This is an optimization exercise on Yosys and OpenROAD, whose aim is small area and few clock cycles per item, not a production implementation. In this exercise RTL edits were held to simulation tests only and were not proved equivalent to the original.

// gf16_affine_chunk
module gf16_affine_chunk #(
    parameter        LANES = 32,
    parameter [16:0] POLY  = 17'h1100B
) (
    input  wire                  clk,
    input  wire                  rst,
    input  wire                  in_valid,
    output wire                  in_ready,
    input  wire [15:0]           in_scalar,
    input  wire                  in_acc,
    input  wire [LANES-1:0]      in_mask,
    input  wire [16*LANES-1:0]   in_src,
    input  wire [16*LANES-1:0]   in_dst,
    output wire                  out_valid,
    input  wire                  out_ready,
    output wire [16*LANES-1:0]   out_data,
    output wire [LANES-1:0]      out_mask
);
Settings: LEC_CHECK=0, CAP_MARGIN=20, CORE_AREA=5 5 645 260, CTS_CLUSTER_DIAMETER=30, DIE_AREA=0 0 650 265, GPL_TIMING_DRIVEN=0, SETUP_SLACK_MARGIN=0.4, SLEW_MARGIN=20, SYNTH_HIERARCHICAL=1; clock period 5.0 ns.
standard.sh (not shown) runs the stock make flow with config.mk's settings and CLKGATE_MAP_FILE= SYNTH_SCRIPT=/design/flow/synth_recipe.tcl, a recipe that flattens the netlist after the stock synthesis.
==> flow/flow/run.sh <==
#!/bin/bash
# The standard layout, with each port buffered by the smallest buffer cell
# (sky130_fd_sc_hd__buf_1) instead of the one buffer_ports picks by itself.
set -euo pipefail
export BUFFER_PORTS_ARGS="-buffer_cell sky130_fd_sc_hd__buf_1"
bash standard.sh > standard.log 2>&1
The baseline ran to the end with no violations.
Testbench counts at the start, summed over its fixed seeds: cycles 11,972, beats 11,964.
Next try:
- CTS_CLUSTER_DIAMETER: 30 -> default
- SETUP_SLACK_MARGIN: 0.4 -> 0.45
After rerunning:
- die area does not change
- area after synthesis stays the same
- core utilization is lower by 0.61 points
- clock-buffer cell count is lower by 21
- setup slack improved by 0.012 ns
- via count stays flat
- design area is lower by about 1%
- sequential cell count stays the same

========
== run 1 ==
gf16_affine_chunk, a different RTL version from the one above (not shown whole).
For scale: roughly 11000 cells after synthesis, roughly 88000 sq um of cells after synthesis.
## gf16_affine_chunk
module gf16_affine_chunk #(
    parameter        LANES = 32,
    parameter [16:0] POLY  = 17'h1100B
) (
    input  wire                  clk,
    input  wire                  rst,
    input  wire                  in_valid,
    output wire                  in_ready,
    input  wire [15:0]           in_scalar,
    input  wire                  in_acc,
    input  wire [LANES-1:0]      in_mask,
    input  wire [16*LANES-1:0]   in_src,
    input  wire [16*LANES-1:0]   in_dst,
    output wire                  out_valid,
    input  wire                  out_ready,
    output wire [16*LANES-1:0]   out_data,
    output wire [LANES-1:0]      out_mask
);
export LEC_CHECK = 0
export CAP_MARGIN = 20
export CORE_AREA = 5 5 645 260
export CTS_CLUSTER_DIAMETER = 30
export DIE_AREA = 0 0 650 265
export GPL_TIMING_DRIVEN = 0
export SETUP_SLACK_MARGIN = 0.5
export SLEW_MARGIN = 20
export SYNTH_HIERARCHICAL = 1
create_clock -name core_clock -period 5.0 [get_ports {clk}]
Scripts as last shown in full above: flow/flow/run.sh
Per the final summary, run 1 finished and its layout is clean on timing, DRC and antenna.
Testbench counts of run 1, summed over its fixed seeds: cycles 11,972, beats 11,964.
Inputs modified between run 1 and run 2:
diff --git a/flow/config.mk b/flow/config.mk
--- a/flow/config.mk
+++ b/flow/config.mk
@@ -9,6 +9,5 @@
 export CORE_AREA = 5 5 645 260
-export CTS_CLUSTER_DIAMETER = 30
 export DIE_AREA = 0 0 650 265
 export GPL_TIMING_DRIVEN = 0
-export SETUP_SLACK_MARGIN = 0.5
+export SETUP_SLACK_MARGIN = 0.4
 export SLEW_MARGIN = 20
### Flow results
- Slew at the pin with the worst max-slew slack (higher): run 2
- Number of distinct library cells after synthesis across run 1 and run 2: no real change.
- Changes observed in run 2 relative to run 1: number of fill cells grew by 264; shortest period the worst path allows grew by 22 ps; clock-cell share of area shrank by 0.76 points.
- Lower via count was reported by run 1, not run 2.
- Taking run 1 as the reference point, the number of buffers inserted to repair setup after CTS of run 2 rises by 2.

========
gf16_affine_chunk, a different RTL version from the one above (not shown whole).
Size: about 12000 cells after synthesis, roughly 550 flip-flops, about 1600 I/O pins, ~92000 µm² of cells after synthesis.
export LEC_CHECK = 0
export CAP_MARGIN = 20
export CORE_AREA = 5 5 645 260
export DIE_AREA = 0 0 650 265
export GPL_TIMING_DRIVEN = 0
export SLEW_MARGIN = 20
export SYNTH_HIERARCHICAL = 1
create_clock -name core_clock -period 5.0 [get_ports {clk}]
Scripts as last shown in full above: flow/flow/run.sh
The baseline reached the layout checks and failed them: negative setup slack.
Testbench counts at the start, summed over its fixed seeds: cycles 11,972, beats 11,964.
Rerun with:
Settings changed: SETUP_SLACK_MARGIN set to 0.4.
After rerunning: Now the flow ran to the end with no violations. Die area is unchanged. Via count stays flat. Fmax went up by roughly a tenth. Core utilization went up by 0.20 points.

==> separate check: timing with driven ports <==
The flow's constraints put no driver on any port. The routed layouts listed below were extracted and timed again, unchanged, in two steps.
Step 1 (the two cells are an assumption about what drives the block):
set clk [get_ports {clk}]
set_driving_cell -lib_cell sky130_fd_sc_hd__clkbuf_16 $clk
set_driving_cell -lib_cell sky130_fd_sc_hd__buf_2 [delete_from_list [all_inputs] $clk]
Step 2 moves the port delays by t, midway between the first and last clock arrival at a register: inputs arrive t later, outputs are due t later. That takes back most of the time a late clock gives input paths.
Three values: ideal ports, drivers, drivers and shift; two values: the first two.
| run | shift t [ns] | slack for setup (ns) | worst setup path at the end |
|---|---|---|---|
| the first run of note 1 | 0.778 | 0.340 / 0.292 / -0.486 | input to register |
| the second run of note 1 | 0.796 | 0.352 / 0.297 / -0.500 | input to register |
| run 1 | 0.795 | 0.157 / 0.121 / -0.674 | input to register |
| run 2 | 0.810 | 0.135 / 0.120 / -0.690 | input to register |
| the first run of note 3 | 0.819 | -0.187 / -0.171 / -0.990 | input to register |
| the second run of note 3 | 0.805 | 0.298 / 0.295 / -0.510 | input to register |
Met with ideal ports but missed after step 2: setup timing in 5 of these runs. The setup slack of the second run of note 1, which loses most, moves by -0.055 ns with the drivers and by -0.852 ns with both steps.
